From an optimization exercise on the open Yosys and OpenROAD flow, aimed at small area, a short achievable clock period and few clock cycles per item; shortcuts taken in it are not production practice. Only simulation tests tie the RTL to the original design; equivalence was not proved. No activity file was given, so power comes from the tool's default toggle rates.

## bitw_core
module bitw_core (
    input  wire        clk,
    input  wire        rst,           
    input  wire        cmd_valid,
    output wire        cmd_ready,
    input  wire [2:0]  cmd_op,
    input  wire [7:0]  cmd_n,         
    input  wire [31:0] cmd_arg,       
    input  wire [31:0] cmd_num,       
    input  wire [31:0] cmd_den,       
    output reg         rsp_valid,
    output reg  [2:0]  rsp_status,
    output reg  [31:0] rsp_val,
    output reg  [2:0]  rsp_nbytes,
    output reg  [31:0] rsp_bytes
);
export LEC_CHECK = 0
export CAP_MARGIN = 20
export CORE_MARGIN = 2
export CORE_UTILIZATION = 35
export SETUP_SLACK_MARGIN = 3.5
export SLEW_MARGIN = 20
create_clock -name core_clock -period 8.0 [get_ports {clk}]
standard.sh (not shown) runs the stock make flow with config.mk's settings and CLKGATE_MAP_FILE= SYNTH_SCRIPT=/design/flow/synth_recipe.tcl, a recipe that flattens the netlist after the stock synthesis.
==> flow/flow/run.sh <==
#!/bin/bash
# The standard layout, except that the port buffers are ordinary buf_4
# cells instead of the delay cells buffer_ports picks on its own.
set -euo pipefail
export BUFFER_PORTS_ARGS="-buffer_cell sky130_fd_sc_hd__buf_4"
bash standard.sh > standard.log 2>&1
Testbench counts at the start, summed over its fixed seeds: cycles 30,215, cmds 24,000.
Then changed:
--- a/flow/design.v
+++ b/flow/design.v
@@ -52,13 +52,12 @@
     reg [7:1]  pcb_q;
     reg [2:0]  pnb_q;
     reg        chained_q;
     reg        iok_q, irate_q, ierr_q, i32_q, i21_q, bf32_q, bf21_q;
     reg        lsm_q, lzero_q, lone_q;    
     reg        idir_q;                    
-    reg [4:0]  lidx_q, nidx_q;            
     reg [30:0] uR;
     reg [29:0] uQ;
     reg [1:0]  udp;         
     reg        uovf;
     reg [4:0]  uidx;
     reg        ucbit;
@@ -77,13 +76,13 @@
     endfunction
     wire [30:0] c_src  = (ucsel == C_ARG) ? {2'b00, cmd_arg[28:0]} :
                          (ucsel == C_NUM) ? cmd_num[30:0] : {2'b00, cap_q};
     wire        ccap   = (ucsel == C_CAP);
     wire        c_zero = ccap ? (cap_q == 29'd0) : (ucsel == C_ARG) & lzero_q;
     wire        c_one  = ccap ? (cap_q == 29'd1) : (ucsel == C_ARG) & lone_q;
-    wire [4:0]  idx0   = ccap ? msb_idx({2'b00, cap_q}) : (ucsel == C_ARG) ? lidx_q : nidx_q;
+    wire [4:0]  idx0   = msb_idx(c_src);
     wire        ulast  = ufirst ? c_one : (uidx == 5'd0);
     wire        cbit   = ufirst | ucbit;
     wire [30:0] uRe    = ufirst ? 31'd0 : uR;      
     wire [29:0] uQe    = ufirst ? 30'd0 : uQ;
     wire [1:0]  udpe   = ufirst ? 2'd0 : udp;
     wire        uovfe  = ~ufirst & uovf;
@@ -130,16 +129,17 @@
     wire [5:0]  n6   = cmd_n[5:0];
     wire        n_bad = (cmd_n > 8'd32);
     wire [3:0]  lo4  = {1'b0, nb_q} + {1'b0, n6[2:0]};
     wire [2:0]  kin  = n6[5:3] + {2'b00, lo4[3]};
     wire [2:0]  nbin = lo4[2:0];
     wire [5:0]  tot  = {kin, nbin};
-    wire [31:0] amask = n6[5] ? 32'hFFFF_FFFF : ((32'd1 << n6[4:0]) - 32'd1);
-    wire [31:0] arg_m = cmd_arg & amask;
-    wire [5:0]  shamt = 6'd40 - tot;
-    wire [39:0] stream = {cb_q, 33'd0} | ({8'd0, arg_m} << shamt);
+    wire [5:0]  a40nb = 6'd40 - {3'd0, nb_q};         
+    wire [5:0]  shamt = a40nb - n6;                   
+    wire [39:0] ashift = {8'd0, cmd_arg} << shamt;
+    wire [7:0]  cbmask = ~(8'hFF >> nb_q);
+    wire [39:0] stream = {cb_q, 1'b0, 32'd0} | (ashift & ~{cbmask, 32'd0});
     reg  [31:0] wbytes;
     reg  [7:1]  cbin;
     integer j;
     always @(*) begin
         for (j = 0; j < 4; j = j + 1)
             wbytes[8*j +: 8] = (j < kin) ? stream[39-8*j -: 8] : 8'd0;
@@ -384,14 +384,12 @@
                     ierr_q  <= l_bad;
                     i32_q   <= is32;
                     i21_q   <= is21;
                     lsm_q   <= (cmd_arg[31:27] == 5'd0);
                     lzero_q <= (cmd_arg == 32'd0);
                     lone_q  <= (cmd_arg == 32'd1);
-                    lidx_q  <= msb_idx({2'b00, cmd_arg[28:0]});
-                    nidx_q  <= msb_idx(cmd_num[30:0]);
                     if (rate_bad || l_bad)
                         iok_q <= 1'b1;
                     else
                         state <= S_I1;
                 end
             end
- The new run went through all stages and came out clean
- sequential cell count falls by 10
- setup slack degrades by 0.14 ns
- non-clock buffer count rises by 42
- fmax falls by about 3%
- wire length falls by about 0.7%
- final area falls by 0.64%
- area after synthesis falls by 4.0%
- core utilization rises by 1.6 points
- clock skew rises by 0.010 ns
- sequential power falls by about 4%
Testbench counts after the change, summed over its fixed seeds: cycles 30,215, cmds 24,000.

-- afterwards: timing with drivers on the ports --
No port has a modelled driver above. Below, the same layouts with a new extraction and two added sets of constraints. Step 1 assumes that a clkbuf_16 drives the clock port and a buf_2 every other input. Step 2, shift: input delay + t, output delay - t, t = (earliest + latest rising clock arrival at the registers) / 2. This alone moves slack from input paths to output paths. a / b / c = ideal ports / drivers / drivers and shift; a / b = the first two.
| run | shift t [ns] | slack for setup (ns) | latest minus earliest clock arrival (ns) | slew at the worst register clock pin (ns) | pins driven straight from the clock port |
|---|---|---|---|---|---|
| the first run | 0.743 | 3.360 / 3.375 / 2.632 | 0.033 / 0.034 | 0.07 / 0.07 | 1 |
| the second run | 0.742 | 3.220 / 3.220 / 2.677 | 0.043 / 0.043 | 0.07 / 0.07 | 1 |
After both steps every run listed still meets setup and hold. For the first run, which loses most, drivers alone change the setup slack by +0.015 ns; drivers and shift together by -0.728 ns.
